This is an optimization exercise on Yosys and OpenROAD, whose aim is small area, a short achievable clock period and few clock cycles, not a production implementation. RTL that was checked went through simulation tests only; none was proved equivalent to the original. No functional check of the RTL was part of runs 4 and 5. Power and IR drop assume default switching activity.

$ cat config.mk
export PLATFORM = sky130hd
export DESIGN_NAME = ieee488_engine
export DESIGN_NICKNAME = ieee488_engine
export VERILOG_FILES = /design/flow/design.v
export SDC_FILE = /design/flow/constraint.sdc
export NUM_CORES = 4
export LEC_CHECK = 0
export ABC_CLOCK_PERIOD_IN_PS = 1000
export CAP_MARGIN = 20
export CORE_MARGIN = 2
export CORE_UTILIZATION = 40
export SETUP_SLACK_MARGIN = 1.5
export SLEW_MARGIN = 20
$ cat constraint.sdc
create_clock -name core_clock -period 5.0 [get_ports {clk}]
set_input_delay 1.0000 -clock core_clock [delete_from_list [all_inputs] [get_ports {clk}]]
set_output_delay 1.0000 -clock core_clock [all_outputs]
set_load 0.01 [all_outputs]
$ cat design.v
module ieee488_engine (
    input  wire       clk,
    input  wire       rst,           
    input  wire [4:0] cfg_address,   
    input  wire       atn_in,
    input  wire       dav_in,
    input  wire       ndac_in,
    input  wire       nrfd_in,
    input  wire       eoi_in,
    input  wire       ifc_in,
    input  wire [7:0] data_in,
    output reg        dav_drv,
    output reg        eoi_drv,
    output reg        ndac_drv,
    output reg        nrfd_drv,
    output wire [7:0] data_out,
    output wire       data_talk,     
    output wire       ctrl_talk,     
    output wire       ext_req,
    output wire [3:0] ext_op,
    output wire [3:0] ext_sa,
    output wire [7:0] ext_wdata,
    input  wire       ext_ack,
    input  wire       ext_ok,
    input  wire [7:0] ext_rdata,
    input  wire       ext_last,
    input  wire       ext_eoi,
    output wire [5:0] cmd_len,
    input  wire [4:0] cmd_raddr,
    output wire [7:0] cmd_rdata
);
    localparam CMD_BUF_SIZE = 32;
    localparam [4:0] S_IDLE = 5'h00,    
                     S_CW   = 5'h01,    
                     S_RXD  = 5'h02,    
                     S_LW   = 5'h03,    
                     S_RXL  = 5'h04,    
                     S_WAL  = 5'h05,    
                     S_WAO  = 5'h06,    
                     S_WAT  = 5'h07,    
                     S_TXW  = 5'h08,    
                     S_TXD  = 5'h09,    
                     S_TXV  = 5'h0A,    
                     S_FW   = 5'h10,    
                     S_ST   = 5'h11,    
                     S_FR   = 5'h12,    
                     S_FE   = 5'h13,    
                     S_ADV  = 5'h14,    
                     S_RF   = 5'h15,    
                     S_DOS  = 5'h16,    
                     S_FO   = 5'h17,    
                     S_CLO  = 5'h18,    
                     S_FREE = 5'h19;    
    localparam [1:0] M_CMD    = 2'd0,
                     M_DATA   = 2'd1,
                     M_IGNORE = 2'd2;
    reg [4:0] state;
    reg [4:0] device_address;
    reg       listen_active;
    reg       talk_active;
    reg       command_received;
    reg       open_active;
    reg [3:0] open_sa;
    reg [5:0] command_length;
    reg [7:0] command_buffer [0:CMD_BUF_SIZE-1];
    reg       atn_received;
    reg       ifc_received;
    reg       atn_prev;
    reg [7:0] v;             
    reg       eoi;           
    reg [3:0] sa;            
    reg [1:0] mode;
    reg       last;
    reg       talk_drv;      
    assign ext_req   = state[4];
    assign ext_op    = state[3:0];
    assign ext_sa    = sa;
    assign ext_wdata = v;
    assign data_out  = v;
    assign data_talk = talk_drv;
    assign ctrl_talk = talk_drv;
    assign cmd_len   = command_length;
    assign cmd_rdata = command_buffer[cmd_raddr];
    wire atn_event = atn_prev & ~atn_in;
    wire ifc_now   = ifc_received | ~ifc_in;           
    wire abort_any = atn_received | ifc_now;           
    wire [2:0] cb_class = v[7:5];
    wire       is_unlisten = (v == 8'h3F);
    wire       is_untalk   = (v == 8'h5F);
    wire       is_listen   = (cb_class == 3'b001) & ~is_unlisten;
    wire       is_talk     = (cb_class == 3'b010) & ~is_untalk;
    wire       is_second   = (v[7:4] == 4'h6);
    wire       is_close    = (v[7:4] == 4'hE);
    wire       is_open     = (v[7:4] == 4'hF);
    wire       addr_match  = (v[4:0] == device_address);
    wire tx_ready = ~ndac_in & nrfd_in;      
    wire tx_taken = ~nrfd_in & ndac_in;      
    wire cmd_we = (state == S_RXL) && !abort_any && dav_in &&
                  mode == M_CMD && !command_length[5];
    always @(posedge clk) begin
        if (cmd_we)
            command_buffer[command_length[4:0]] <= v;
    end
    reg disp;    
    always @(posedge clk) begin
        disp = 1'b0;
        atn_prev <= atn_in;
        if (rst) begin
            state            <= S_IDLE;
            device_address   <= cfg_address;
            listen_active    <= 1'b0;
            talk_active      <= 1'b0;
            command_received <= 1'b0;
            open_active      <= 1'b0;
            command_length   <= 6'd0;
            atn_received     <= 1'b0;
            ifc_received     <= 1'b0;
            dav_drv          <= 1'b0;
            eoi_drv          <= 1'b0;
            ndac_drv         <= 1'b0;
            nrfd_drv         <= 1'b0;
            talk_drv         <= 1'b0;
        end else begin
            if (~ifc_in)
                ifc_received <= 1'b1;
            case (state)
                S_IDLE: disp = 1'b1;
                S_CW: begin
                    if (abort_any) begin
                        disp = 1'b1;
                    end else if (atn_in) begin
                        ndac_drv <= 1'b0;
                        nrfd_drv <= 1'b0;
                        state    <= S_IDLE;
                    end else if (~dav_in && ~nrfd_drv) begin
                        v        <= data_in;
                        nrfd_drv <= 1'b1;
                        ndac_drv <= 1'b0;
                        state    <= S_RXD;
                    end else begin
                        nrfd_drv <= 1'b0;
                        ndac_drv <= 1'b1;
                    end
                end
                S_RXD: begin
                    if (abort_any) begin
                        disp = 1'b1;
                    end else if (dav_in) begin
                        ndac_drv <= 1'b1;
                        sa    <= v[3:0];
                        state <= S_CW;
                        if (is_unlisten) begin
                            listen_active <= 1'b0;
                            if (command_received) begin
                                if (open_active && open_sa != 4'd15) begin
                                    sa    <= open_sa;
                                    state <= S_FO;
                                end else begin
                                    state <= S_DOS;
                                end
                            end else begin
                                command_length <= 6'd0;
                                open_active    <= 1'b0;
                            end
                        end else if (is_untalk) begin
                            talk_active <= 1'b0;
                        end else if (is_listen) begin
                            if (addr_match) begin
                                listen_active <= 1'b1;
                                talk_active   <= 1'b0;
                            end
                        end else if (is_talk) begin
                            if (addr_match) begin
                                talk_active   <= 1'b1;
                                listen_active <= 1'b0;
                            end
                        end else if (is_second) begin
                            if (listen_active) begin
                                if (!atn_in) begin
                                    state <= S_WAL;
                                end else if (v[3:0] == 4'd15) begin
                                    mode  <= M_CMD;
                                    state <= S_LW;
                                end else begin
                                    state <= S_FW;
                                end
                            end else if (talk_active) begin
                                state <= atn_in ? S_FR : S_WAT;
                            end
                        end else if (is_close) begin
                            if (listen_active)
                                state <= (v[3:0] == 4'd15) ? S_FREE : S_CLO;
                        end else if (is_open) begin
                            if (listen_active) begin
                                if (!atn_in) begin
                                    state <= S_WAO;
                                end else begin
                                    open_active <= 1'b1;
                                    open_sa     <= v[3:0];
                                    mode        <= M_CMD;
                                    state       <= S_LW;
                                end
                            end
                        end
                    end
                end
                S_DOS, S_FO: begin
                    if (ext_ack) begin
                        command_length   <= 6'd0;
                        command_received <= 1'b0;
                        open_active      <= 1'b0;
                        nrfd_drv         <= 1'b0;
                        state            <= S_CW;
                    end
                end
                S_CLO: begin
                    if (ext_ack) begin
                        nrfd_drv <= 1'b0;
                        state    <= S_CW;
                    end
                end
                S_FREE: begin
                    if (ext_ack) begin
                        if (listen_active) begin
                            nrfd_drv <= 1'b0;
                            state    <= S_CW;
                        end else begin
                            device_address <= cfg_address;
                            dav_drv  <= 1'b0;
                            eoi_drv  <= 1'b0;
                            ndac_drv <= 1'b0;
                            nrfd_drv <= 1'b0;
                            talk_drv <= 1'b0;
                            if (ifc_in)
                                ifc_received <= 1'b0;
                            state    <= S_IDLE;
                        end
                    end
                end
                S_WAL, S_WAO, S_WAT: begin
                    if (ifc_now) begin
                        disp = 1'b1;
                    end else if (atn_in) begin
                        if (state == S_WAT) begin
                            state <= S_FR;
                        end else if (state == S_WAO || sa == 4'd15) begin
                            if (state == S_WAO) begin
                                open_active <= 1'b1;
                                open_sa     <= sa;
                            end
                            mode     <= M_CMD;
                            nrfd_drv <= 1'b0;
                            state    <= S_LW;
                        end else begin
                            state <= S_FW;
                        end
                    end
                end
                S_FW: begin
                    if (ext_ack) begin
                        mode     <= ext_ok ? M_DATA : M_IGNORE;
                        nrfd_drv <= 1'b0;
                        state    <= S_LW;
                    end
                end
                S_LW: begin
                    if (abort_any) begin
                        disp = 1'b1;
                    end else if (~dav_in && ~nrfd_drv) begin
                        v        <= data_in;
                        nrfd_drv <= 1'b1;
                        ndac_drv <= 1'b0;
                        state    <= S_RXL;
                    end else begin
                        nrfd_drv <= 1'b0;
                        ndac_drv <= 1'b1;
                    end
                end
                S_RXL: begin
                    if (abort_any) begin
                        disp = 1'b1;
                    end else if (dav_in) begin
                        ndac_drv <= 1'b1;
                        state    <= S_LW;
                        case (mode)
                            M_CMD: begin
                                command_received <= 1'b1;
                                if (!command_length[5])
                                    command_length <= command_length + 6'd1;
                            end
                            M_DATA: state <= S_ST;
                            default: ;
                        endcase
                    end
                end
                S_ST: begin
                    if (ext_ack) begin
                        if (!ext_ok) mode <= M_IGNORE;
                        nrfd_drv <= 1'b0;
                        state    <= S_LW;
                    end
                end
                S_FR: begin
                    if (ext_ack) begin
                        if (abort_any) begin
                            disp = 1'b1;
                        end else if (ext_ok) begin
                            ndac_drv <= 1'b0;
                            nrfd_drv <= 1'b0;
                            talk_drv <= 1'b1;
                            state    <= S_FE;
                        end else begin
                            ndac_drv <= 1'b0;
                            nrfd_drv <= 1'b0;
                            state    <= S_IDLE;
                        end
                    end
                end
                S_FE: begin
                    if (ext_ack) begin
                        v    <= ext_rdata;
                        last <= ext_last;
                        eoi  <= ext_last & ext_eoi;
                        if (abort_any) begin
                            talk_drv <= 1'b0;
                            disp = 1'b1;
                        end else if (tx_ready) begin
                            eoi_drv <= ext_last & ext_eoi;
                            state   <= S_TXD;
                        end else begin
                            state   <= S_TXW;
                        end
                    end
                end
                S_TXW: begin
                    if (abort_any) begin
                        talk_drv <= 1'b0;
                        disp = 1'b1;
                    end else if (tx_ready) begin
                        eoi_drv <= eoi;
                        state   <= S_TXD;
                    end
                end
                S_TXD: begin
                    if (abort_any) begin
                        eoi_drv  <= 1'b0;
                        talk_drv <= 1'b0;
                        disp = 1'b1;
                    end else begin
                        dav_drv <= 1'b1;
                        state   <= S_TXV;
                    end
                end
                S_TXV: begin
                    if (abort_any) begin
                        dav_drv  <= 1'b0;
                        eoi_drv  <= 1'b0;
                        talk_drv <= 1'b0;
                        disp = 1'b1;
                    end else if (tx_taken) begin
                        dav_drv <= 1'b0;
                        eoi_drv <= 1'b0;
                        if (!last) begin
                            state <= S_ADV;
                        end else if (eoi) begin
                            talk_drv <= 1'b0;
                            state    <= S_IDLE;
                        end else begin
                            state <= S_RF;
                        end
                    end
                end
                S_ADV: if (ext_ack) state <= S_FE;
                S_RF: begin
                    if (ext_ack) begin
                        if (ext_ok) begin
                            state <= S_FE;
                        end else begin
                            talk_drv <= 1'b0;
                            state    <= S_IDLE;
                        end
                    end
                end
                default: state <= S_IDLE;
            endcase
            if (disp) begin
                if (ifc_now) begin
                    listen_active    <= 1'b0;
                    talk_active      <= 1'b0;
                    command_received <= 1'b0;
                    open_active      <= 1'b0;
                    command_length   <= 6'd0;
                    sa               <= 4'd15;
                    state            <= S_FREE;
                end else if (atn_received) begin
                    atn_received <= 1'b0;
                    nrfd_drv     <= 1'b0;
                    ndac_drv     <= 1'b1;
                    state        <= S_CW;
                end else begin
                    state <= S_IDLE;
                end
            end
            if (atn_event) begin
                atn_received <= 1'b1;
                dav_drv      <= 1'b0;
                eoi_drv      <= 1'b0;
                talk_drv     <= 1'b0;
                ndac_drv     <= 1'b1;
                nrfd_drv     <= 1'b1;
            end
        end
    end
endmodule
$ cat run.sh
#!/bin/bash
# synth_recipe.tcl (not shown) runs the flow's synth.tcl, then flattens the netlist and writes it again
# the make line also repeats each setting of config.mk as NAME=value (left out here)
make -C /OpenROAD-flow-scripts/flow DESIGN_CONFIG=/design/flow/config.mk WORK_HOME=/design/flow/orfs CLKGATE_MAP_FILE= SYNTH_SCRIPT=/design/flow/synth_recipe.tcl finish
==> summary.md, run 1 <==
| Metric | Value |
|---|---|
| Status | `no timing/DRC/antenna violations` |
| CP Data Arrival Time | `~2.8 ns` |
| CTS hold repair buffers | `0` |
| R2R Setup Slk | `~2.0 ns` |
| Post-layout nets | `about 1,000` |
| Cell variety after synth | `78` |
| CP endpoint kind | `primary output` |
| Top FF cell, synth | `edfxtp_1` |
| Slew HR | `around 36%` |
| Die width | `roughly 190 µm` |
| Synthesized Nets | `roughly 900` |
| Total CTS buffers | `34` |
| Yosys reg bits | `about 300` |
| Number of diodes | `0` |
| Synth Area per Inst | `about 16 µm²` |
| Worst Tran Pin Value | `0.957 ns` |
| Floorplan core area | `33,400 µm²` |
| Number of fill cells in the layout | `between 2,000 and 3,000` |
| Number of global-route vias before repair | `slightly above 8,000` |
| WL/cell | `23.4 µm` |
| Die area | `~35,000 µm²` |
| Yosys warnings | `1` |
| TNS Setup | `0 ns` |
| Via-per-instance ratio | `5.73` |
| Longest Clk Path Bufs | `3` |
| Hpwl dp | `about 21,000 µm` |
| Crit Path Category | `in -> out` |
| WL final | `between 30,000 and 40,000 µm` |
| Switching power | `approximately 1.6 mW` |
| Total GRT Usage | `about a fifth` |
| CTS clk-pin slew, worst paths | `0.06 ns` |
| IO buf count | `roughly 80` |
| Worst r2r path cells | `5` |
| Gate power share | `between 10% and 20%` |
| Hold/Removal Path Class | `reg -> reg` |
| Tmin final | `about 3.8 ns` |
| Async SR Flop Fraction | `0%` |
| Initial antenna violation count | `0` |
| Crit path from | `cmd_raddr[0]` |
| Fin Clk Skew | `~0.014 ns` |
| Worst skew pair latency | `0.51 ns` |
| PwrDens | `between 300 and 400 nW/µm²` |
| Ratio of cells with drive above 1 in the final layout | `about a quarter` |
| Sw Ratio | `24.9%` |
| Iter 0 DRT Violations | `a little over 800` |
| Critical Path Start Type | `primary input` |
| Post-synth EDFFs | `between 200 and 300` |
| Final period utilization | `between 70% and 80%` |
| FMAX | `around 260 MHz` |
| Die Ht | `between 150 and 200 µm` |
| Multi-input gate area | `around 4400 µm²` |
| Clk pwr share | `between 30% and 40%` |
| Max-cap violations | `0` |
| Mapped Area | `about 14,000 µm²` |
| Peak supply drop | `about 0.00023 V` |
| Final setup violation count | `0` |
| R2R Path End | `command_buffer[23][7]` |
| Sequential-to-total area share from yosys stat | `about two thirds` |
| Reg area | `about 8900 µm²` |
| Worst Path Required | `approximately 4 ns` |
| CTS root buffer | `clkbuf_16` |
| First-pass GRT wire length | `around 50,000 µm` |
| Fin. Hold Viols | `0` |
| RSZ-0062 raised after global routing | `true` |
| RePlAce Congestion | `~0.90` |
| Overall Power | `about 6.2 mW` |
| ANT nets after route | `0` |
| Sequential power share | `approximately 46%` |
| Initial core utilization | `40.5%` |
| Worst flop-to-flop path startpoint | `state[2]` |
| Drt first pass iters | `6` |
| Worst-path fanout max | `7` |
| Crit path capture | `cmd_rdata[0]` |
| Clock Sink Count | `roughly 300` |
| # IOs | `83` |
| Internal power | `roughly 4.7 mW` |
| Max-slew violations | `0` |
| Rows | `67` |
| Routed vias | `roughly 8,000` |
| Cells after Synth | `857` |
| Leakage Power | `~5.2 nW` |
| CTS tree | `built` |
| Area growth syn-to-layout | `21.1%` |
| Total congestion overflow | `0` |
| Htree depth | `2` |
| DRC | `0` |
| Pin count of the biggest net entering global routing | `43` |
[power groups by stage]
stage          Combinational (mW)  Sequential, mW  Clock, mW
2_1_floorplan               0.651            2.91          0
3_3_place_gp                0.940            2.90          0
3_5_place_dp                0.935            2.90          0
4_1_cts                     0.983            2.84       2.45
5_1_grt                      1.06            2.85       2.54
6_report                    0.992            2.84       2.40
[kinds of logic after synthesis]
group | Yosys count | synth area share [%]
compound gates | 120 | 6.26
xor+xnor | 5 | 0.324
fa+ha+maj | 4 | 0.370
buf+inv | 71 | 2.63
flops | 304 | 65.8
mux | 98 | 14.8
simple gates | 255 | 9.90
[cells in the final DEF (no fill, tap or decap), types with 7 or more instances in the layout]
master             n
edfxtp_1         281
mux4_2            80
clkdlybuf4s50_1   71
nand2_1           65
nor2_1            43
clkbuf_16         35
nor2_2            26
buf_4             26
a21oi_1           25
dfxtp_1           23
o21ai_0           21
nand3_1           18
nand2b_1          14
buf_6             13
clkbuf_1          12
nor2b_1           10
buf_16            10
inv_1              9
nand4_1            9
nor3_1             9
nor3b_1            8
mux2_4             8
o211ai_1           7
nand3b_1           7
a31oi_1            7
[area by class of cell]
cell class | count | share of cell area [%]
sequential | 304 | 54.3
multi-input combinational | 482 | 26.7
timing repair buffer | 127 | 8.97
clock buffer | 47 | 5.62
tap | 448 | 3.42
clock inverter | 10 | 0.771
inverter | 10 | 0.229
[metrics by stage]
step	hold slack, ns	cell area [µm²]	utilization (%)	instances	setup WS (ns)
floorplan	0.476	13700	-	857	1.49
CTS	0.465	16300	48.8	1428	1.15
finish	0.458	16400	49.0	1428	1.17
detailed placement	0.456	14900	44.5	1355	0.575
global route	0.492	16400	49.0	1428	1.12
global placement	0.453	14900	44.5	1355	0.570
[worst max-delay path: stages]
cell	delay [ns]
buf_16	0.12
buf_16	0.14
buf_12	0.13
mux4_2	0.50
mux4_2	0.52
mux2_4	0.29
buf_6	0.12
[what timing repair did]
item | 4_1_cts | 5_1_grt
endpoints found under the hold margin | 0 | 0
cloned | 7 | 0
endpoints found under the setup margin | 8 | 201
gates resized for setup | 65 | 26
buffers inserted | 9 | 0
[registers in the layout, indices dropped and copies added (netlist names)]
name,flops
state,5
talk_active,1
command_buffer,256
last,1
open_sa,4
mode,2
sa,4
eoi,1
dav_drv,1
command_length,6
ifc_received,1
command_received,1
device_address,5
v,8
ndac_drv,1
atn_received,1
atn_prev,1
open_active,1
eoi_drv,1
talk_drv,1
listen_active,1
nrfd_drv,1
[Yosys cell counts (5+ instances only)]
cell type	number	share of area [%]
edfxtp_1	281	62
mux4_2	80	13
nor2_1	67	1.9
nand2_1	65	1.8
a21oi_1	25	0.92
dfxtp_1	23	3.4
clkbuf_1	21	0.58
o21ai_0	21	0.78
nand3_1	18	0.67
buf_4	15	0.83
buf_2	14	0.52
nand2b_1	14	0.65
mux2_2	12	1.0
nor2b_1	10	0.46
buf_1	9	0.25
inv_1	9	0.25
nand4_1	9	0.42
nor3_1	9	0.33
nor3b_1	8	0.44
a31oi_1	7	0.32
nand3b_1	7	0.39
o211ai_1	7	0.39
a211oi_1	6	0.33
mux2i_1	6	0.44
o2111ai_1	6	0.39
and3_1	5	0.23
[worst min-delay path by stage]
stage,slack [ns],cells past startpoint,end,from
4_1_cts,0.46,2,dav_drv,dav_drv
3_5_place_dp,0.46,2,dav_drv,dav_drv
2_1_floorplan,0.48,2,dav_drv,dav_drv
5_1_grt,0.49,2,dav_drv,dav_drv
6_report,0.46,2,dav_drv,dav_drv
3_3_place_gp,0.45,2,dav_drv,dav_drv
[metal layers]
metal  GRT usage, %  vias to the layer above  share of wire (%)
met1           25.7                     4185                 42
met3           2.94                       63                6.1
li1               -                     3628                  -
met4           4.69                        0                2.1
met2           32.1                      308                 50
met5              0                        -                  0
Testbench counts, summed over its fixed seeds: cycles 28,704.
==> run 2, diff against run 1 <==
--- a/config.mk
+++ b/config.mk
@@ -6,5 +6,4 @@
 export NUM_CORES = 4
 export LEC_CHECK = 0
-export ABC_CLOCK_PERIOD_IN_PS = 1000
 export CAP_MARGIN = 20
 export CORE_MARGIN = 2
==> run 2 against run 1 <==
Sequential cell count unchanged. Synthesized cell count stayed put. Hold slack stayed put. First-iteration DRC count unchanged. Combinational power about the same. Count of clock-buffer cells in the layout unchanged. Final cell count did not move.
==> summary.md, run 2 <==
| Metric | Value |
|---|---|
| Status | `no timing/DRC/antenna violations` |
| Crit path from | `cmd_raddr[0]` |
| Fin Clk Skew | `0.0142 ns (unchanged)` |
| CTS hold repair buffers | `0 (unchanged)` |
| Final period utilization | `76.6% (unchanged)` |
| Slew HR | `36.2% (unchanged)` |
| Floorplan core area | `33,400 µm² (unchanged)` |
| Cell variety after synth | `78 (unchanged)` |
| Htree depth | `2 (unchanged)` |
| Largest register FFs | `256 (unchanged)` |
| Routed vias | `8,184 (unchanged)` |
| ANT nets after route | `0 (unchanged)` |
| Top FF cell, synth | `edfxtp_1` |
| WL/cell | `23.4 µm (unchanged)` |
| Commonest non-fill, non-tap cell in the layout | `edfxtp_1` |
| R2R Setup Slk | `1.99 ns (about the same)` |
| Post-layout nets | `1,001 (unchanged)` |
| Total CTS buffers | `34 (unchanged)` |
| Tmin final | `3.83 ns (unchanged)` |
| Die width | `188 µm (unchanged)` |
| Ratio of cells with drive above 1 in the final layout | `23.6% (unchanged)` |
| Area growth syn-to-layout | `21.1% (unchanged)` |
| Mux contribution to synthesized area | `14.8% (unchanged)` |
| Post-route cell area | `16,400 µm² (unchanged)` |
| CP Data Arrival Time | `2.83 ns (about the same)` |
| Die Ht | `188 µm (unchanged)` |
| CTS root buffer | `clkbuf_16` |
| Via-per-instance ratio | `5.73 (unchanged)` |
| Yosys reg bits | `304 (unchanged)` |
| Overall Power | `6.23 mW (unchanged)` |
| Count leader, synth | `edfxtp_1` |
| Drt first pass iters | `6 (unchanged)` |
| Synthesized Nets | `899 (unchanged)` |
| DRC | `0 (unchanged)` |
| Worst-path fanout max | `7 (unchanged)` |
| Cells after Synth | `857 (unchanged)` |
| Max-cap violations | `0 (unchanged)` |
| Compound-Gate Fraction of Synth Area | `6.26% (unchanged)` |
| Die area | `35,300 µm² (unchanged)` |
| Placed cells | `1,355 (unchanged)` |
| First-pass GRT wire length | `50,100 µm (unchanged)` |
| Total GRT Usage | `18.9% (unchanged)` |
| Number of global-route vias before repair | `8,067 (unchanged)` |
| Worst Tran Pin Value | `0.957 ns (unchanged)` |
| Post-Layout Cell Count | `1,428 (unchanged)` |
| Max-slew violations | `0 (unchanged)` |
| Area share of and/or/nand/nor cells after synthesis | `9.90% (unchanged)` |
| Hpwl dp | `20,900 µm (unchanged)` |
| Post-synth EDFFs | `281 (unchanged)` |
| PwrDens | `380 nW/µm² (unchanged)` |
| Longest Clk Path Bufs | `3 (unchanged)` |
| IO buf count | `81 (unchanged)` |
| Worst r2r path cells | `5 (unchanged)` |
| Top cell type by total area after synthesis | `edfxtp_1` |
| RePlAce Congestion | `0.897 (unchanged)` |
| Rows | `67 (unchanged)` |
| Number of fill cells in the layout | `2,826 (unchanged)` |
| Hold/Removal Path Class | `reg -> reg` |
| CTS tree | `built` |
| Total congestion overflow | `0 (unchanged)` |
| Yosys warnings | `1 (unchanged)` |
| Sequential-to-total area share from yosys stat | `65.8% (unchanged)` |
| Synth top cells by count | `edfxtp_1 (281), mux4_2 (80), nor2_1 (67)` |
| DP Area | `14,900 µm² (unchanged)` |
| Crit Path Category | `in -> out` |
| Synth area leaders | `edfxtp_1 (62%), mux4_2 (13%), dfxtp_1 (3.4%)` |
| RSZ-0062 raised after global routing | `true` |
| Pin count of the biggest net entering global routing | `43 (unchanged)` |
| Largest family of logic cells by synthesized area | `multiplexers` |
| Mapped Area | `13,500 µm² (unchanged)` |
| CP endpoint kind | `primary output` |
| Initial core utilization | `40.5% (unchanged)` |
| Worst Path Required | `4.00 ns (about the same)` |
| Leakage Power | `5.25 nW (unchanged)` |
| Most frequent cells in the layout | `edfxtp_1 (281), mux4_2 (80), clkdlybuf4s50_1 (71)` |
| Worst flop-to-flop path startpoint | `state[2]` |
| Worst skew pair latency | `0.51 ns (about the same)` |
| R2R Path End | `command_buffer[23][7]` |
| WL final | `33,400 µm (unchanged)` |
| Synth Area per Inst | `15.8 µm² (unchanged)` |
| # IOs | `83 (unchanged)` |
| Post-synthesis adder-cell area fraction | `0.370% (unchanged)` |
| Peak supply drop | `0.000230 V (unchanged)` |
| Critical Path Start Type | `primary input` |
| Iter 0 DRT Violations | `814 (unchanged)` |
| CTS clk-pin slew, worst paths | `0.06 ns (about the same)` |
| Final setup violation count | `0 (unchanged)` |
| Crit path capture | `cmd_rdata[0]` |
| TNS Setup | `0 ns (unchanged)` |
| Async SR Flop Fraction | `0% (unchanged)` |
| Fin. Hold Viols | `0 (unchanged)` |
| Number of diodes | `0 (unchanged)` |
| Clock Sink Count | `304 (unchanged)` |
| FMAX | `261 MHz (unchanged)` |
| Initial antenna violation count | `0 (unchanged)` |
| Synth top area share | `62.4% (unchanged)` |
| Post-synthesis xor/xnor area fraction | `0.324% (unchanged)` |
| Reg area | `8900 µm² (unchanged)` |
| Multi-input gate area | `4380 µm² (unchanged)` |
-- run 2: stage by stage --
stage | util (%) | setup slack (ns) | hold WS (ns)
2_1_floorplan | - | 1.49 | 0.476
3_3_place_gp | 44.5 | 0.570 | 0.453
3_5_place_dp | 44.5 | 0.575 | 0.456
4_1_cts | 48.8 | 1.15 | 0.465
5_1_grt | 49.0 | 1.12 | 0.492
6_report | 49.0 | 1.17 | 0.458
-- run 2: final cells by class --
type | instances | share of cell area [%]
timing repair buffer | 127 | 8.97
clock buffer | 47 | 5.62
clock inverter | 10 | 0.771
sequential | 304 | 54.3
tap | 448 | 3.42
multi-input combinational | 482 | 26.7
inverter | 10 | 0.229
-- run 2: report_power, final --
group | internal, mW | switching, mW | total, mW
registers | 2.81 | 0.0369 | 2.84
logic | 0.437 | 0.554 | 0.992
clock network | 1.44 | 0.960 | 2.40
-- run 2: how the worst min path moves through the flow --
stage | start | endpoint | slack [ns] | cells past startpoint
final | dav_drv | dav_drv | 0.46 | 2
after global routing | dav_drv | dav_drv | 0.49 | 2
after CTS | dav_drv | dav_drv | 0.46 | 2
after detailed placement | dav_drv | dav_drv | 0.46 | 2
after global placement | dav_drv | dav_drv | 0.45 | 2
after floorplan | dav_drv | dav_drv | 0.48 | 2
-- run 2: logic make-up after synthesis --
group	Yosys count
muxes	98
DFF	304
buffers and inverters	71
xor gates and xnor gates	5
adders and majority gates	4
AOI/OAI and AO/OA	120
and+or+nand+nor	255
-- run 2: layer usage --
layer  vias up  part of all wire (%)  GRT usage (%)
met5         -                     0              0
li1       3628                     -              -
met2       308                    50           32.1
met4         0                   2.1           4.69
met1      4185                    42           25.7
met3        63                   6.1           2.94
-- run 2: critical path, cell delays in order --
cell	delay (ns)
buf_16	0.12
buf_16	0.14
buf_12	0.13
mux4_2	0.50
mux4_2	0.52
mux2_4	0.29
buf_6	0.12
-- run 2: repair_timing --
action / 4_1_cts / 5_1_grt
gates resized for setup: 65 / 26
setup buffers: 9 / 0
gates cloned: 7 / 0
endpoints found under the hold margin: 0 / 0
setup endpoints to repair: 8 / 201
==> run 3, diff against run 2 <==
--- a/config.mk
+++ b/config.mk
@@ -9,4 +9,7 @@
 export CORE_MARGIN = 2
 export CORE_UTILIZATION = 40
+export CTS_BUF_LIST = sky130_fd_sc_hd__clkbuf_8
+export CTS_CLUSTER_DIAMETER = 60
+export CTS_CLUSTER_SIZE = 12
 export SETUP_SLACK_MARGIN = 1.5
 export SLEW_MARGIN = 20
==> run 3 against run 2 <==
Routed wire length rose by 0.55%. Register-to-register slack worse by 0.03 ns. Synthesized cell count is the same. Non-clock buffer count grew 6. Count of clock-buffer cells in the layout down 16. Final cell count is 0.56% lower. Global-route usage is essentially flat. Synthesized area unchanged. Critical path depth grew 1. Sequential cell count unchanged. Largest cell class unchanged. Largest power group unchanged.
==> summary.md, run 3 <==
| Metric | Value |
|---|---|
| Status | `no timing/DRC/antenna violations` |
| Fin. Hold Viols | `0 (unchanged)` |
| DRC | `0 (unchanged)` |
| Peak supply drop | `0.000314 V (+37%)` |
| Pre-CTS WS | `0.575 ns (unchanged)` |
| Top cell type by total area after synthesis | `edfxtp_1` |
| Die Ht | `188 µm (unchanged)` |
| Cell variety after synth | `78 (unchanged)` |
| Synth top cells by count | `edfxtp_1 (281), mux4_2 (80), nor2_1 (67)` |
| Max-cap violations | `0 (unchanged)` |
| Total congestion overflow | `0 (unchanged)` |
| CP Data Arrival Time | `2.87 ns (+0.04 ns)` |
| Iter 0 DRT Violations | `843 (+3.6%)` |
| Synth top area share | `62.4% (unchanged)` |
| Yosys warnings | `1 (unchanged)` |
| WL final | `33,500 µm (+0.55%)` |
| Mapped Area | `13,500 µm² (unchanged)` |
| Yosys reg bits | `304 (unchanged)` |
| Number of global-route vias before repair | `8,043 (-0.30%)` |
| Tmin final | `3.87 ns (+0.0405 ns)` |
| # IOs | `83 (unchanged)` |
| Leakage Power | `5.06 nW (-3.7%)` |
| PwrDens | `331 nW/µm² (-13%)` |
| First-pass GRT wire length | `50,300 µm (+0.48%)` |
| CTS root buffer | `clkbuf_8` |
| TNS Setup | `0 ns (unchanged)` |
| Largest register FFs | `256 (unchanged)` |
| Worst skew pair latency | `0.62 ns (+0.11 ns)` |
| Max-slew violations | `0 (unchanged)` |
| Total GRT Usage | `18.9% (about the same)` |
| Routed vias | `8,104 (-0.98%)` |
| Crit Path Category | `in -> out` |
| Worst Tran Pin Value | `0.987 ns (+0.0294 ns)` |
| Floorplan core area | `33,400 µm² (unchanged)` |
| Pin count of the biggest net entering global routing | `43 (unchanged)` |
| Clock Sink Count | `304 (unchanged)` |
| CP endpoint kind | `primary output` |
| Critical Path Start Type | `primary input` |
| Via-per-instance ratio | `5.71 (-0.42%)` |
| Final period utilization | `77.4% (+0.81 points)` |
| Htree depth | `1 (-1)` |
| Worst Path Required | `4.00 ns (about the same)` |
| Count leader, synth | `edfxtp_1` |
| WL/cell | `23.6 µm (+1.1%)` |
| Initial core utilization | `40.5% (unchanged)` |
| Synthesized Nets | `899 (unchanged)` |
| Area growth syn-to-layout | `17.1%` |
| Post-synth EDFFs | `281 (unchanged)` |
| Slew HR | `34.2% (-2.0 points)` |
| Worst-path fanout max | `8 (+1)` |
| Total CTS buffers | `31 (-8.8%)` |
| IO buf count | `81 (unchanged)` |
| ANT nets after route | `0 (unchanged)` |
| FMAX | `258 MHz (-1.0%)` |
| Post-layout nets | `1,004 (+0.30%)` |
| Top FF cell, synth | `edfxtp_1` |
| Die width | `188 µm (unchanged)` |
| Hpwl dp | `20,900 µm (unchanged)` |
| Initial antenna violation count | `0 (unchanged)` |
| CTS clk-pin slew, worst paths | `0.07 ns (about the same)` |
| Fin Clk Skew | `0.0423 ns (+0.0281 ns)` |
| RSZ-0062 raised after global routing | `true` |
| Commonest non-fill, non-tap cell in the layout | `edfxtp_1` |
| Drt first pass iters | `5 (-1)` |
| Synth Area per Inst | `15.8 µm² (unchanged)` |
| Most frequent cells in the layout | `edfxtp_1 (281), mux4_2 (80), clkdlybuf4s50_1 (71)` |
| Ratio of cells with drive above 1 in the final layout | `22.7% (-0.83 points)` |
| Hold/Removal Path Class | `reg -> reg` |
| CTS tree | `built` |
| Die area | `35,300 µm² (unchanged)` |
| Number of diodes | `0 (unchanged)` |
| Rows | `67 (unchanged)` |
| RePlAce Congestion | `0.897 (unchanged)` |
| Async SR Flop Fraction | `0% (unchanged)` |
| Longest Clk Path Bufs | `3 (unchanged)` |
| Synth area leaders | `edfxtp_1 (62%), mux4_2 (13%), dfxtp_1 (3.4%)` |
| Final setup violation count | `0 (unchanged)` |
| Sequential-to-total area share from yosys stat | `65.8% (unchanged)` |
| Cells after Synth | `857 (unchanged)` |
| Slack of the critical path | `1.13 ns (-0.0405 ns)` |
-- run 3: report_power, final --
| part | switching, mW | leakage [nW] | total [mW] | internal [mW] |
|---|---|---|---|---|
| registers | 0.0326 | 2.71 | 2.83 | 2.80 |
| logic | 0.562 | 2.06 | 1.00 | 0.440 |
| clock network | 0.840 | 0.282 | 1.42 | 0.577 |
-- run 3: cells by family (layout without fill, tap and decap cells) --
group / Yosys count / in the layout / share of synthesized area, %
mux: 98 / 98 / 14.8
compound gates: 120 / 120 / 6.26
flops: 304 / 304 / 65.8
buf+inv: 71 / 186 / 2.63
xor+xnor: 5 / 5 / 0.324
fa+ha+maj: 4 / 4 / 0.370
simple gates: 255 / 255 / 9.90
-- run 3: stage by stage --
step                      area [µm²]  instances  power [mW]  utilization (%)  hold slack (ns)
after floorplan                13700        857        3.56                -            0.476
after global placement         14900       1355        3.84             44.5            0.453
after detailed placement       14900       1355        3.83             44.5            0.456
after CTS                      15800       1418        5.29             47.2            0.466
after global routing           15800       1420        5.47             47.4            0.493
final                          15800       1420        5.25             47.4            0.460
-- run 3: layout make-up --
cell class / count / area [µm²]
well taps: 448 / 561
inverters: 10 / 37.5
clock inverters: 12 / 73.8
multi-input cells: 482 / 4340
repair buffers: 133 / 1510
clock buffers: 31 / 427
flip-flops and latches: 304 / 8900
fillers: 2883 / 17600
-- run 3: path summary, 6_finish.rpt --
path	startpoint	endpoint	slack, ns	cells after the start
max reg2reg	state[2]	command_buffer[26][6]	1.96	6
min reg2reg	dav_drv	dav_drv	0.46	2
max	cmd_raddr[0]	cmd_rdata[3]	1.13	8
min	dav_drv	dav_drv	0.46	2
-- run 3: critical path, cell delays in order --
cell and delay, ns:
buf_16 0.13, buf_12 0.12, buf_12 0.10, buf_16 0.13
mux4_2 0.49, mux4_2 0.47, mux2_4 0.30, buf_6 0.12
-- run 3: timing repair --
item | CTS | global route
hold buffers | 0 | 0
endpoints found under the setup margin | 9 | 104
gates resized for setup | 61 | 14
pin swaps | 0 | 0
gates cloned | 6 | 0
buffers inserted | 14 | 2
-- run 3: metal layers --
layer / share of wire, % / vias to the layer above / global-route usage [%]
li1: - / 3608 / -
met1: 41 / 4113 / 25.3
met2: 50 / 319 / 32.3
met3: 6.4 / 64 / 3.03
met4: 2.3 / 0 / 4.75
met5: 0 / - / 0
==> run 4, diff against run 3 <==
--- a/design.v
+++ b/design.v
@@ -81,5 +81,51 @@
     assign ctrl_talk = talk_drv;
     assign cmd_len   = command_length;
-    assign cmd_rdata = command_buffer[cmd_raddr];
+    wire [1:0] ra_lo_n;
+    wire [2:0] ra_hi_n;
+    ieee488_rd_inv u_ilo0 (.a(cmd_raddr[0]), .y(ra_lo_n[0]));
+    ieee488_rd_inv u_ilo1 (.a(cmd_raddr[1]), .y(ra_lo_n[1]));
+    ieee488_rd_inv u_ihi0 (.a(cmd_raddr[2]), .y(ra_hi_n[0]));
+    ieee488_rd_inv u_ihi1 (.a(cmd_raddr[3]), .y(ra_hi_n[1]));
+    ieee488_rd_inv u_ihi2 (.a(cmd_raddr[4]), .y(ra_hi_n[2]));
+    wire [3:0] rd_lo [0:3];
+    wire [7:0] rd_hi;
+    genvar gb, gg, gk;
+    generate
+        for (gb = 0; gb < 4; gb = gb + 1) begin : g_lo
+            ieee488_rd_nor2 u_l0 (.a(cmd_raddr[1]), .b(cmd_raddr[0]), .y(rd_lo[gb][0]));
+            ieee488_rd_nor2 u_l1 (.a(cmd_raddr[1]), .b(ra_lo_n[0]),   .y(rd_lo[gb][1]));
+            ieee488_rd_nor2 u_l2 (.a(ra_lo_n[1]),   .b(cmd_raddr[0]), .y(rd_lo[gb][2]));
+            ieee488_rd_nor2 u_l3 (.a(ra_lo_n[1]),   .b(ra_lo_n[0]),   .y(rd_lo[gb][3]));
+        end
+        for (gg = 0; gg < 8; gg = gg + 1) begin : g_hi
+            ieee488_rd_nor3 u_h (
+                .a(gg[2] ? ra_hi_n[2] : cmd_raddr[4]),
+                .b(gg[1] ? ra_hi_n[1] : cmd_raddr[3]),
+                .c(gg[0] ? ra_hi_n[0] : cmd_raddr[2]),
+                .y(rd_hi[gg]));
+        end
+        for (gb = 0; gb < 8; gb = gb + 1) begin : g_rd
+            wire [3:0] lo = rd_lo[gb / 2];
+            wire [7:0] grp;
+            wire [3:0] pair_n;
+            for (gg = 0; gg < 8; gg = gg + 1) begin : g_grp
+                wire x0, x1;
+                ieee488_rd_aoi22 u_a0 (
+                    .a(command_buffer[4*gg+0][gb]), .b(lo[0]),
+                    .c(command_buffer[4*gg+1][gb]), .d(lo[1]), .y(x0));
+                ieee488_rd_aoi22 u_a1 (
+                    .a(command_buffer[4*gg+2][gb]), .b(lo[2]),
+                    .c(command_buffer[4*gg+3][gb]), .d(lo[3]), .y(x1));
+                ieee488_rd_nand2 u_n (.a(x0), .b(x1), .y(grp[gg]));
+            end
+            for (gk = 0; gk < 4; gk = gk + 1) begin : g_pair
+                ieee488_rd_aoi22 u_p (
+                    .a(grp[2*gk]),   .b(rd_hi[2*gk]),
+                    .c(grp[2*gk+1]), .d(rd_hi[2*gk+1]), .y(pair_n[gk]));
+            end
+            ieee488_rd_nand4 u_o (.a(pair_n[0]), .b(pair_n[1]), .c(pair_n[2]),
+                                  .d(pair_n[3]), .y(cmd_rdata[gb]));
+        end
+    endgenerate
     wire atn_event = atn_prev & ~atn_in;
     wire ifc_now   = ifc_received | ~ifc_in;           
@@ -413,2 +459,22 @@
     end
 endmodule
+module ieee488_rd_inv (input wire a, output wire y);
+    assign y = ~a;
+endmodule
+module ieee488_rd_nor2 (input wire a, input wire b, output wire y);
+    assign y = ~(a | b);
+endmodule
+module ieee488_rd_nor3 (input wire a, input wire b, input wire c, output wire y);
+    assign y = ~(a | b | c);
+endmodule
+module ieee488_rd_nand2 (input wire a, input wire b, output wire y);
+    assign y = ~(a & b);
+endmodule
+module ieee488_rd_nand4 (input wire a, input wire b, input wire c, input wire d,
+                         output wire y);
+    assign y = ~(a & b & c & d);
+endmodule
+module ieee488_rd_aoi22 (input wire a, input wire b, input wire c, input wire d,
+                         output wire y);
+    assign y = ~((a & b) | (c & d));
+endmodule
--- a/config.mk
+++ b/config.mk
@@ -9,7 +9,6 @@
 export CORE_MARGIN = 2
 export CORE_UTILIZATION = 40
-export CTS_BUF_LIST = sky130_fd_sc_hd__clkbuf_8
-export CTS_CLUSTER_DIAMETER = 60
-export CTS_CLUSTER_SIZE = 12
 export SETUP_SLACK_MARGIN = 1.5
 export SLEW_MARGIN = 20
+export SYNTH_HIERARCHICAL = 1
+export SYNTH_MINIMUM_KEEP_SIZE = 0
==> run 4 against run 3 <==
Still clean on timing, DRC and antenna. First-iteration DRC count shrank 15%. Combinational power shrank 11%. Hold slack gained 0.060 ns. Non-clock buffer count grew 57. Final cell count grew 17%. Die area grew 3.8%. Final area grew 10%. Global-route usage grew 3.1 points. Clock power grew 72%. Largest cell class unchanged. Highest routed layer unchanged.
==> summary.md, run 4 <==
| Metric | Value |
|---|---|
| PwrDens | `350 nW/µm² (+5.5%)` |
| Area growth syn-to-layout | `24.4%` |
| TNS Setup | `0 ns (unchanged)` |
| Sw Ratio | `25.6% (-1.8 points)` |
| WL/cell | `23.8 µm (+0.80%)` |
| Fin Clk Skew | `0.0312 ns (-0.0111 ns)` |
| RePlAce Congestion | `0.898 (+0.12%)` |
| Routed vias | `9,556 (+18%)` |
| Clock Sink Count | `304 (unchanged)` |
| Drt first pass iters | `5 (unchanged)` |
| Most frequent cells in the layout | `edfxtp_1 (281), a22oi_2 (160), nand2_1 (109)` |
| DRC | `0 (unchanged)` |
| Floorplan core area | `34,500 µm² (+3.3%)` |
| Fin. Hold Viols | `0 (unchanged)` |
| Yosys warnings | `7 (+6)` |
| Initial core utilization | `40.7% (+0.26 points)` |
| Hold WS | `0.520 ns (+0.0595 ns)` |
| Synth area leaders | `edfxtp_1 (60%), a22oi_2 (14%), dfxtp_1 (3.3%)` |
| Status | `no timing/DRC/antenna violations` |
| Cell variety after synth | `83 (+6.4%)` |
| Sequential-to-total area share from yosys stat | `63.3% (-2.5 points)` |
| ANT nets after route | `0 (unchanged)` |
| Total GRT Usage | `22.0% (+3.1 points)` |
| Crit Path Category | `in -> out` |
| CTS tree | `built` |
| Total congestion overflow | `0 (unchanged)` |
| Die area | `36,700 µm² (+3.8%)` |
| Sequential power share | `45.6% (-8.4 points)` |
| CP Data Arrival Time | `2.49 ns (-0.38 ns)` |
| Hold/Removal Path Class | `reg -> reg` |
| Largest register FFs | `256 (unchanged)` |
| Ratio of cells with drive above 1 in the final layout | `33.8% (+11 points)` |
| Htree depth | `2 (+1)` |
| Synth top area share | `60.0% (-2.4 points)` |
| Peak supply drop | `0.000201 V (-36%)` |
| Number of global-route vias before repair | `9,632 (+20%)` |
| Die width | `192 µm (+1.9%)` |
| Cells after Synth | `1,001 (+17%)` |
| Die Ht | `192 µm (+1.9%)` |
| Yosys reg bits | `304 (unchanged)` |
| Internal power | `4.55 mW (+19%)` |
| Rows | `68 (+1.5%)` |
| Max-cap violations | `0 (unchanged)` |
| IO buf count | `81 (unchanged)` |
| CP endpoint kind | `primary output` |
| Worst Path Required | `4.00 ns (about the same)` |
| Commonest non-fill, non-tap cell in the layout | `edfxtp_1` |
| Initial antenna violation count | `0 (unchanged)` |
| Post-synth EDFFs | `281 (unchanged)` |
| RSZ-0062 raised after global routing | `true` |
| Critical Path Start Type | `primary input` |
| Clk pwr share | `39.8% (+13 points)` |
| Number of diodes | `0 (unchanged)` |
| Top cell type by total area after synthesis | `edfxtp_1` |
| Overall Power | `6.12 mW (+16%)` |
| WL final | `39,700 µm (+18%)` |
| Post-layout nets | `1,229 (+22%)` |
| Leakage Power | `5.65 nW (+12%)` |
| Synth Area per Inst | `14.0 µm² (-11%)` |
| Count leader, synth | `edfxtp_1` |
| Number of fill cells in the layout | `2,952 (+2.4%)` |
| Longest Clk Path Bufs | `3 (unchanged)` |
| Gate power share | `14.6% (-4.5 points)` |
| Slew HR | `43.4% (+9.1 points)` |
| Hpwl dp | `25,800 µm (+23%)` |
| Iter 0 DRT Violations | `718 (-15%)` |
| Synth top cells by count | `edfxtp_1 (281), a22oi_2 (160), nand2_1 (110)` |
| Via-per-instance ratio | `5.74 (+0.51%)` |
| # IOs | `83 (unchanged)` |
| Switching power | `1.56 mW (+9.0%)` |
| Total CTS buffers | `35 (+13%)` |
| Final period utilization | `69.9% (-7.6 points)` |
| CTS root buffer | `clkbuf_16` |
| Worst-path fanout max | `8 (unchanged)` |
| Worst skew pair latency | `0.53 ns (-0.09 ns)` |
| Final setup violation count | `0 (unchanged)` |
| FMAX | `286 MHz (+11%)` |
| Async SR Flop Fraction | `0% (unchanged)` |
| First-pass GRT wire length | `59,400 µm (+18%)` |
| Max-slew violations | `0 (unchanged)` |
| CTS clk-pin slew, worst paths | `0.06 ns (about the same)` |
| Mapped Area | `14,100 µm² (+3.9%)` |
| Synthesized Nets | `1,043 (+16%)` |
| Multi-input gate area | `5010 µm² (+16%)` |
| Worst Tran Pin Value | `0.847 ns (-0.140 ns)` |
| Reg area | `8900 µm² (unchanged)` |
| Pin count of the biggest net entering global routing | `43 (unchanged)` |
| Tmin final | `3.49 ns (-0.380 ns)` |
| Top FF cell, synth | `edfxtp_1` |
[run 4: metrics by stage]
step | setup slack (ns) | std cells | utilization, % | cell area, µm²
after floorplan | 1.47 | 1001 | - | 14100
after global placement | 0.200 | 1554 | 45.4 | 15700
after detailed placement | 0.166 | 1557 | 45.6 | 15700
after CTS | 1.34 | 1655 | 50.2 | 17300
after global routing | 1.46 | 1666 | 50.7 | 17500
final | 1.51 | 1666 | 50.7 | 17500
[run 4: final cells by class]
type,count,area share (%)
clock buffers,45,5.40
clock inverters,16,0.858
inverters,19,0.450
multi-input cells,637,28.7
flip-flops and latches,304,50.8
well taps,455,3.25
repair buffers,190,10.5
[run 4: logic make-up (layout without fill, tap and decap cells)]
family          count (synthesis)  count (layout)  share of synthesized area (%)
fa+ha+maj                       4               4                          0.356
buf+inv                        60             270                           2.23
flops                         304             304                           63.3
compound gates                290             290                           21.0
mux                            14              14                           1.10
xor+xnor                        6               6                          0.374
simple gates                  323             323                           11.7
[run 4: per-layer routing]
layer | track usage, % | vias up | routed length, µm
li1 | - | 4356 | -
met1 | 27.5 | 4748 | 16000
met2 | 36.7 | 356 | 19400
met3 | 3.93 | 96 | 2500
met4 | 10.6 | 0 | 1740
met5 | 0 | - | 0
[run 4: per-module statistics from Yosys (local to each module, per instance), a selection]
module / flops+latches / area [µm²] / copies in the design
ieee488_rd_nor3: 0 / 10.0 / 8
ieee488_rd_nand2: 0 / 3.75 / 64
ieee488_rd_aoi22: 0 / 12.5 / 160
ieee488_engine: 304 / 11600 / 1
ieee488_rd_nor2: 0 / 3.75 / 16
ieee488_rd_inv: 0 / 3.75 / 5
[run 4: critical path: stages]
cell and delay (ns):
buf_8 0.11, clkinvlp_4 0.07, buf_12 0.15, nor2_4 0.06
buf_6 0.13, buf_8 0.13, a22oi_2 0.14, nand2_1 0.08
a22oi_2 0.26, nand4_1 0.18, buf_2 0.18
[run 4: power by group through the flow]
stage / Clock [mW] / Combinational (mW) / Sequential (mW)
2_1_floorplan: 0 / 0.545 / 2.85
3_3_place_gp: 0 / 0.819 / 2.84
3_5_place_dp: 0 / 0.822 / 2.84
4_1_cts: 2.49 / 0.863 / 2.79
5_1_grt: 2.59 / 0.956 / 2.79
6_report: 2.44 / 0.894 / 2.79
[run 4: repair_timing]
action                                  CTS  global route
endpoints found under the setup margin   84           113
hold endpoints to repair                  0             0
hold buffers                              0             0
buffers inserted                         37            10
gates resized for setup                  80            16
pin swaps                                39            17
gates cloned                              0             1
[run 4: final timing paths]
path              cells past startpoint          from                    end  slack [ns]
hold / removal                        2  ifc_received           ifc_received        0.52
setup reg to reg                      6      state[1]  command_buffer[15][2]        2.08
setup / recovery                     11  cmd_raddr[1]           cmd_rdata[5]        1.51
hold reg to reg                       2  ifc_received           ifc_received        0.52
==> run 5, diff against run 4 <==
--- a/design.v
+++ b/design.v
@@ -142,8 +142,7 @@
     wire tx_ready = ~ndac_in & nrfd_in;      
     wire tx_taken = ~nrfd_in & ndac_in;      
-    wire cmd_we = (state == S_RXL) && !abort_any && dav_in &&
-                  mode == M_CMD && !command_length[5];
+    reg wr_pend;
     always @(posedge clk) begin
-        if (cmd_we)
+        if (wr_pend)
             command_buffer[command_length[4:0]] <= v;
     end
@@ -152,4 +151,5 @@
         disp = 1'b0;
         atn_prev <= atn_in;
+        wr_pend  <= 1'b0;
         if (rst) begin
             state            <= S_IDLE;
@@ -170,4 +170,6 @@
             if (~ifc_in)
                 ifc_received <= 1'b1;
+            if (wr_pend)
+                command_length <= command_length + 6'd1;
             case (state)
                 S_IDLE: disp = 1'b1;
@@ -332,6 +334,5 @@
                             M_CMD: begin
                                 command_received <= 1'b1;
-                                if (!command_length[5])
-                                    command_length <= command_length + 6'd1;
+                                wr_pend          <= !command_length[5];
                             end
                             M_DATA: state <= S_ST;
--- a/config.mk
+++ b/config.mk
@@ -9,5 +9,8 @@
 export CORE_MARGIN = 2
 export CORE_UTILIZATION = 40
-export SETUP_SLACK_MARGIN = 1.5
+export CTS_BUF_LIST = sky130_fd_sc_hd__clkbuf_8
+export CTS_CLUSTER_DIAMETER = 60
+export CTS_CLUSTER_SIZE = 12
+export SETUP_SLACK_MARGIN = 2.0
 export SLEW_MARGIN = 20
 export SYNTH_HIERARCHICAL = 1
==> run 5 against run 4 <==
Still clean. Combinational power is 9.4% lower. Clock skew is 0.010 ns lower. Sequential power hardly changed. Via count is 4.1% lower. Register-to-register slack better by 0.24 ns. Maximum frequency is 0.66% lower. Critical path type unchanged. Largest power group unchanged.
==> summary.md, run 5 <==
| Metric | Value |
|---|---|
| Ratio of cells with drive above 1 in the final layout | `31.4% (-2.4 points)` |
| RSZ-0062 raised after global routing | `true` |
| Die area | `36,400 µm² (-0.87%)` |
| Number of global-route vias before repair | `9,073 (-5.8%)` |
| Yosys warnings | `7 (unchanged)` |
| Cells after Synth | `989 (-1.2%)` |
| Leakage Power | `5.42 nW (-4.1%)` |
| Post-synth EDFFs | `281 (unchanged)` |
| Drt first pass iters | `6 (+1)` |
| Mapped Area | `13,900 µm² (-0.89%)` |
| Routed vias | `9,168 (-4.1%)` |
| Crit Path Category | `in -> out` |
| Sequential power share | `55.0% (+9.4 points)` |
| Most frequent cells in the layout | `edfxtp_1 (281), a22oi_2 (160), nand2_1 (103)` |
| IO buf count | `81 (unchanged)` |
| Top FF cell, synth | `edfxtp_1` |
| Floorplan core area | `34,500 µm² (-0.25%)` |
| Status | `no timing/DRC/antenna violations` |
| Commonest non-fill, non-tap cell in the layout | `edfxtp_1` |
| Htree depth | `1 (-1)` |
| RePlAce Congestion | `0.913 (+1.7%)` |
| CTS tree | `built` |
| Slowest CP cell | `nand4_1` |
| Wire length on met2 | `18,100 µm (-6.5%)` |
| M1 WL | `16,300 µm (+1.9%)` |
| Clk pwr share | `29.1% (-11 points)` |
| Initial antenna violation count | `0 (unchanged)` |
| CP Data Arrival Time | `2.52 ns (+0.03 ns)` |
| CTS clk-pin slew, worst paths | `0.08 ns (+0.02 ns)` |
| Hold/Removal Path Class | `reg -> reg` |
| Slew HR | `34.6% (-8.7 points)` |
| Final setup violation count | `0 (unchanged)` |
| Pin count of the biggest net entering global routing | `42 (-2.3%)` |
| Synth area leaders | `edfxtp_1 (61%), a22oi_2 (14%), dfxtp_1 (3.4%)` |
| Longest Clk Path Bufs | `3 (unchanged)` |
| # IOs | `83 (unchanged)` |
| Top cell type by total area after synthesis | `edfxtp_1` |
| WL final | `38,000 µm (-4.1%)` |
| Cell chain of the critical path | `buf_8 -> clkinvlp_4 -> buf_6 -> nor2_4 -> buf_12 -> buf_8 -> a22oi_2 -> nand2_1 -> a22oi_2 -> nand4_1 -> buf_2` |
| Pre-CTS WS | `-0.00448 ns (-0.170 ns)` |
| Fin. Hold Viols | `0 (unchanged)` |
| WL/cell | `23.2 µm (-2.4%)` |
| PwrDens | `303 nW/µm² (-13%)` |
| Final Util | `49.0% (-1.7 points)` |
| CP peak stage delay | `0.25 ns (about the same)` |
| Yosys reg bits | `305 (+0.33%)` |
| ANT nets after route | `0 (unchanged)` |
| CTS hold repair buffers | `0 (unchanged)` |
| Crit path max-delay family | `buffers and inverters` |
| Sw Ratio | `27.0% (+1.5 points)` |
| Total GRT Usage | `21.0% (-0.95 points)` |
| Hpwl dp | `24,700 µm (-4.2%)` |
| Highest routed layer | `met4` |
| Synth top area share | `60.5% (+0.54 points)` |
| Area growth syn-to-layout | `21.1%` |
| Die Ht | `191 µm (-0.44%)` |
| Tmin final | `3.52 ns (+0.0232 ns)` |
| FMAX | `284 MHz (-0.66%)` |
| Total congestion overflow | `0 (unchanged)` |
| Synthesized Nets | `1,031 (-1.2%)` |
| Die width | `191 µm (-0.44%)` |
| DP Area | `15,500 µm² (-1.2%)` |
| Synth top cells by count | `edfxtp_1 (281), a22oi_2 (160), nand2_1 (104)` |
| Count leader, synth | `edfxtp_1` |
| Worst skew pair latency | `0.60 ns (+0.07 ns)` |
| Total CTS buffers | `31 (-11%)` |
| CP endpoint kind | `primary output` |
| Worst-path fanout max | `4 (-4)` |
| Max-slew violations | `0 (unchanged)` |
| Fin Clk Skew | `0.0209 ns (-0.0103 ns)` |
| Switching power | `1.38 mW (-12%)` |
| DRC | `0 (unchanged)` |
| Met3 routed WL | `2390 µm (-4.6%)` |
| Rows | `68 (unchanged)` |
| First-pass GRT wire length | `57,200 µm (-3.7%)` |
| Initial core utilization | `40.5% (-0.26 points)` |
| Sequential-to-total area share from yosys stat | `64.0% (+0.71 points)` |
| Max-cap violations | `0 (unchanged)` |
| Number of diodes | `0 (unchanged)` |
| Final period utilization | `70.3% (+0.46 points)` |
| Gate power share | `15.9% (+1.3 points)` |
| Peak supply drop | `0.000188 V (-6.6%)` |
| Worst Path Required | `4.00 ns (about the same)` |
| Via-per-instance ratio | `5.60 (-2.4%)` |
| Internal power | `3.73 mW (-18%)` |
| Slack of the critical path | `1.48 ns (-0.0232 ns)` |
| Post-route cell area | `16,900 µm² (-3.6%)` |
| Iter 0 DRT Violations | `889 (+24%)` |
| Synth Area per Inst | `14.1 µm² (+0.31%)` |
| Worst Tran Pin Value | `0.981 ns (+0.134 ns)` |
| Post-layout nets | `1,199 (-2.4%)` |
| CP Buf/Inv Count | `6 (unchanged)` |
| Largest register FFs | `256 (unchanged)` |
| Async SR Flop Fraction | `0% (unchanged)` |
| CTS root buffer | `clkbuf_8` |
| Cell variety after synth | `80 (-3.6%)` |
| Critical Path Start Type | `primary input` |
| Hold WS | `0.510 ns (-0.00963 ns)` |
| Clock Sink Count | `305 (+0.33%)` |
## run 5: stage by stage
step	std cells	power, mW	setup TNS, ns
after floorplan	989	3.36	0
after global placement	1526	3.60	0
after detailed placement	1526	3.61	-0.00448
after CTS	1636	5.12	0
after global routing	1637	5.31	0
final	1637	5.11	0
## run 5: power groups by stage
stage / Clock, mW / Combinational, mW / Sequential, mW
floorplan: 0 / 0.502 / 2.86
global placement: 0 / 0.732 / 2.87
detailed placement: 0 / 0.734 / 2.87
CTS: 1.52 / 0.794 / 2.81
global route: 1.62 / 0.872 / 2.82
finish: 1.49 / 0.810 / 2.81
## run 5: per-module statistics from Yosys, one instance, submodules excluded
module	flip-flops and latches	cells	copies in the design
ieee488_engine	305	728	1
ieee488_rd_aoi22	0	1	160
ieee488_rd_nor3	0	1	8
ieee488_rd_nand4	0	1	8
ieee488_rd_inv	0	1	5
ieee488_rd_nand2	0	1	64
ieee488_rd_nor2	0	1	16
## run 5: final timing paths
kind	start	end	slack [ns]	depth (start not counted)
hold reg to reg	ndac_drv	ndac_drv	0.51	2
hold / removal	ndac_drv	ndac_drv	0.51	2
setup / recovery	cmd_raddr[1]	cmd_rdata[7]	1.48	11
setup reg to reg	state[1]	listen_active	2.32	7
## run 5: metal layers
metal	vias up	track usage, %
met4	0	6.74
met1	4538	28.5
li1	4232	-
met5	-	0
met2	334	34.5
met3	64	3.39
## run 5: kinds of logic (layout without fill, tap and decap cells)
family | Yosys count | in the layout | synth area share (%)
and+or+nand+nor | 320 | 320 | 11.6
DFF | 305 | 305 | 64.0
AOI/OAI and AO/OA | 272 | 272 | 19.8
buffers and inverters | 59 | 252 | 2.06
muxes | 19 | 19 | 1.49
xor gates and xnor gates | 10 | 10 | 0.628
adders and majority gates | 4 | 4 | 0.359
## run 5: area by class of cell
type                            instances  area (µm²)
Timing Repair Buffer                  178        1850
Multi-Input combinational cell        625        4890
Clock inverter                         25         115
Clock buffer                           33         454
Fill cell                            2994       17600
Inverter                               16        67.6
Sequential cell                       305        8930
Tap cell                              455         569
## run 5: repair_timing
item / in CTS / in global routing
gates resized for setup: 85 / 12
buffers inserted: 51 / 1
cloned: 1 / 0
setup endpoints to repair: 31 / 18
pin swaps: 42 / 13
## run 5: worst register-to-register path: stages (launching register included)
cell and delay [ns]:
dfxtp_1 0.46, buf_6 0.26, nor2b_1 0.47, nand4_1 0.58, nor3_1 0.47, nand2_1 0.10
a22oi_1 0.16, nor3_1 0.07
==> run 6, diff against run 5 <==
--- a/design.v
+++ b/design.v
@@ -110,12 +110,11 @@
             wire [3:0] pair_n;
             for (gg = 0; gg < 8; gg = gg + 1) begin : g_grp
-                wire x0, x1;
-                ieee488_rd_aoi22 u_a0 (
-                    .a(command_buffer[4*gg+0][gb]), .b(lo[0]),
-                    .c(command_buffer[4*gg+1][gb]), .d(lo[1]), .y(x0));
-                ieee488_rd_aoi22 u_a1 (
-                    .a(command_buffer[4*gg+2][gb]), .b(lo[2]),
-                    .c(command_buffer[4*gg+3][gb]), .d(lo[3]), .y(x1));
-                ieee488_rd_nand2 u_n (.a(x0), .b(x1), .y(grp[gg]));
+                wire [3:0] t;
+                for (gk = 0; gk < 4; gk = gk + 1) begin : g_w
+                    ieee488_rd_nand2 u_t (.a(command_buffer[4*gg+gk][gb]),
+                                          .b(lo[gk]), .y(t[gk]));
+                end
+                ieee488_rd_nand4 u_n (.a(t[0]), .b(t[1]), .c(t[2]), .d(t[3]),
+                                      .y(grp[gg]));
             end
             for (gk = 0; gk < 4; gk = gk + 1) begin : g_pair
--- a/config.mk
+++ b/config.mk
@@ -12,5 +12,5 @@
 export CTS_CLUSTER_DIAMETER = 60
 export CTS_CLUSTER_SIZE = 12
-export SETUP_SLACK_MARGIN = 2.0
+export SETUP_SLACK_MARGIN = 2.3
 export SLEW_MARGIN = 20
 export SYNTH_HIERARCHICAL = 1
==> run 6 against run 5 <==
Sequential cell count stayed put. Clock skew is 0.026 ns higher. Final cell count increased by 7.9%. Maximum frequency shrank 0.16%. Still clean. Clock power down 4%. Synthesized cell count increased by 14%. Largest power group unchanged. Critical endpoint unchanged.
==> summary.md, run 6 <==
| Metric | Value |
|---|---|
| Status | `no timing/DRC/antenna violations` |
| Cell variety after synth | `73 (-8.8%)` |
| Overall Power | `5.36 mW (+4.9%)` |
| RePlAce Congestion | `0.849 (-6.9%)` |
| Final setup violation count | `0 (unchanged)` |
| Initial core utilization | `40.3% (-0.12 points)` |
| Htree depth | `1 (unchanged)` |
| Crit path max-delay family | `buffers and inverters` |
| Synth area leaders | `edfxtp_1 (63%), nand2_1 (8.5%), nand4_1 (3.9%)` |
| Sequential-to-total area share from yosys stat | `66.3% (+2.3 points)` |
| Leakage Power | `5.59 nW (+3.1%)` |
| Clock Sink Count | `305 (unchanged)` |
| Drt first pass iters | `5 (-1)` |
| # IOs | `83 (unchanged)` |
| Worst Path Required | `4.00 ns (about the same)` |
| Tmin final | `3.52 ns (+0.00555 ns)` |
| DP Area | `15,000 µm² (-3.8%)` |
| WL final | `39,000 µm (+2.6%)` |
| FMAX | `284 MHz (-0.16%)` |
| CP peak stage delay | `0.35 ns (+0.10 ns)` |
| Fin. Hold Viols | `0 (unchanged)` |
| Placed cells | `1,651 (+8.2%)` |
| Die width | `187 µm (-1.7%)` |
| CTS clk-pin slew, worst paths | `0.08 ns (about the same)` |
| IO buf count | `81 (unchanged)` |
| Post-route cell area | `16,600 µm² (-1.8%)` |
| First-pass GRT wire length | `58,500 µm (+2.2%)` |
| Crit Path Category | `in -> out` |
| Peak supply drop | `0.000281 V (+49%)` |
| Crit path from | `cmd_raddr[1]` |
| Rows | `67 (-1.5%)` |
| WL/cell | `22.1 µm (-4.9%)` |
| CTS root buffer | `clkbuf_8` |
| Worst-path fanout max | `8 (+4)` |
| Count leader, synth | `nand2_1` |
| Total GRT Usage | `22.0% (+0.96 points)` |
| Post-layout nets | `1,351 (+13%)` |
| Yosys warnings | `7 (unchanged)` |
| Max-cap violations | `0 (unchanged)` |
| R2R Path End | `command_length[1]` |
| Most frequent cells in the layout | `nand2_1 (294), edfxtp_1 (281), nand4_1 (84)` |
| Crit path capture | `cmd_rdata[7]` |
| R2R Setup Slk | `2.62 ns (+0.30 ns)` |
| Number of fill cells in the layout | `3,000 (+0.20%)` |
| ANT nets after route | `0 (unchanged)` |
| Async SR Flop Fraction | `0% (unchanged)` |
| CP endpoint kind | `primary output` |
| CTS hold repair buffers | `0 (unchanged)` |
| Synth top cells by count | `nand2_1 (303), edfxtp_1 (281), nand4_1 (84)` |
| Worst r2r path cells | `7 (unchanged)` |
| Die Ht | `187 µm (-1.7%)` |
| Total CTS buffers | `30 (-3.2%)` |
| Cell chain of the critical path | `buf_8 -> clkinvlp_4 -> buf_6 -> buf_6 -> nor2_4 -> buf_12 -> nand2_2 -> nand4_1 -> a22oi_2 -> nand4_1 -> buf_2` |
| Floorplan core area | `33,400 µm² (-3.2%)` |
| RSZ-0062 raised after global routing | `true` |
| Die area | `35,100 µm² (-3.4%)` |
| CTS tree | `built` |
| Worst Tran Pin Value | `0.981 ns (+0.0000182 ns)` |
| Worst flop-to-flop path startpoint | `state[1]` |
| Worst skew pair latency | `0.62 ns (+0.02 ns)` |
| Synth top area share | `62.7% (+2.2 points)` |
| Slew HR | `34.4% (-0.24 points)` |
| Via-per-instance ratio | `5.53 (-1.3%)` |
| Fin Clk Skew | `0.0471 ns (+0.0262 ns)` |
| Post-synth EDFFs | `281 (unchanged)` |
| TNS Setup | `0 ns (unchanged)` |
| Top FF cell, synth | `edfxtp_1` |
| Pin count of the biggest net entering global routing | `34 (-19%)` |
| Number of global-route vias before repair | `9,283 (+2.3%)` |
| Post-Layout Cell Count | `1,767 (+7.9%)` |
| Synth Area per Inst | `12.0 µm² (-15%)` |
| Hpwl dp | `23,600 µm (-4.5%)` |
| CP Data Arrival Time | `2.52 ns (about the same)` |
| Largest register FFs | `256 (unchanged)` |
| Commonest non-fill, non-tap cell in the layout | `nand2_1` |
| Max-slew violations | `0 (unchanged)` |
| Slack of the critical path | `1.48 ns (-0.00555 ns)` |
| Yosys reg bits | `305 (unchanged)` |
| Logic depth of the worst path, buffers included | `11 (unchanged)` |
| Mapped Area | `13,500 µm² (-3.5%)` |
| Initial antenna violation count | `1 (+1)` |
| Top cell type by total area after synthesis | `edfxtp_1` |
| Longest Clk Path Bufs | `3 (unchanged)` |
| Hold WS | `0.497 ns (-0.0127 ns)` |
| Total congestion overflow | `0 (unchanged)` |
| DRC | `0 (unchanged)` |
| CP Buf/Inv Count | `6 (unchanged)` |
| Iter 0 DRT Violations | `907 (+2.0%)` |
| Slowest CP cell | `a22oi_2` |
| Area growth syn-to-layout | `23.1%` |
| Routed vias | `9,772 (+6.6%)` |
| Cells after Synth | `1,123 (+14%)` |
| Final period utilization | `70.4% (+0.11 points)` |
| Critical Path Start Type | `primary input` |
| Hold/Removal Path Class | `reg -> reg` |
| Synthesized Nets | `1,165 (+13%)` |
| Ratio of cells with drive above 1 in the final layout | `20.7% (-11 points)` |
| Pre-CTS WS | `0.402 ns (+0.407 ns)` |
| PwrDens | `324 nW/µm² (+6.8%)` |
| Final Util | `49.7% (+0.70 points)` |
## run 6: timing repair
action / CTS / global route
resized for setup: 159 / 21
gates cloned: 6 / 0
endpoints found under the setup margin: 46 / 21
buffers inserted: 65 / 3
pin swaps: 54 / 15
## run 6: cell families after synthesis
| logic type | share of synthesized area (%) |
|---|---|
| compound gates | 8.45 |
| xor+xnor | 0.716 |
| fa+ha+maj | 0.372 |
| buf+inv | 2.28 |
| flops | 66.3 |
| mux | 1.46 |
| simple gates | 20.4 |
## run 6: metal layers
metal / vias up / wire length, µm / GRT usage, %
met2: 376 / 17500 / 34.1
met5: - / 0 / 0
met4: 0 / 976 / 5.57
met1: 4795 / 18100 / 32.9
li1: 4540 / - / -
met3: 61 / 2440 / 2.66
## run 6: where the power goes
part           leakage [nW]  total [mW]  switching, mW  internal, mW
combinational          2.59        1.10          0.640         0.459
sequential             2.72        2.83         0.0418          2.79
clock                 0.283        1.43          0.830         0.605
total                  5.59        5.36           1.51          3.85
## run 6: worst min-delay path by stage
| stage | startpoint | endpoint | depth (start not counted) |
|---|---|---|---|
| 3_3_place_gp | command_received | command_received | 2 |
| 3_5_place_dp | command_received | command_received | 2 |
| 5_1_grt | command_received | command_received | 2 |
| 6_report | command_received | command_received | 2 |
| 2_1_floorplan | command_received | command_received | 2 |
| 4_1_cts | command_received | command_received | 2 |
## run 6: layout make-up
class	instances	area (µm²)	share of cell area [%]
inverter	17	71.3	0.430
multi-input combinational	759	4430	26.8
timing repair buffer	196	2060	12.4
sequential	305	8940	53.9
tap	448	561	3.38
clock inverter	11	90.1	0.544
clock buffer	30	413	2.49
antenna	1	2.50	0.0151
## run 6: worst min-delay path, stage by stage, from the launching register on
cell and delay [ns]:
dfxtp_1 0.34, nand2_1 0.06, a21oi_1 0.06
## run 6: Yosys stat by module, one instance, submodules excluded
module            cells  area [µm²]
ieee488_rd_nand4      1        6.26
ieee488_engine      734       11500
ieee488_rd_aoi22      1        12.5
ieee488_rd_nand2      1        3.75
ieee488_rd_nor3       1        10.0
ieee488_rd_nor2       1        3.75
ieee488_rd_inv        1        3.75
Testbench counts of run 6, summed over its fixed seeds: cycles 28,704.

Check on run 6: ideal ports give 1.479 ns setup slack; a clkbuf_16 on the clock port and buf_2 on the inputs give 1.429 ns; moving port delays by the midpoint clock arrival (0.638 ns) as well gives 1.429 ns.
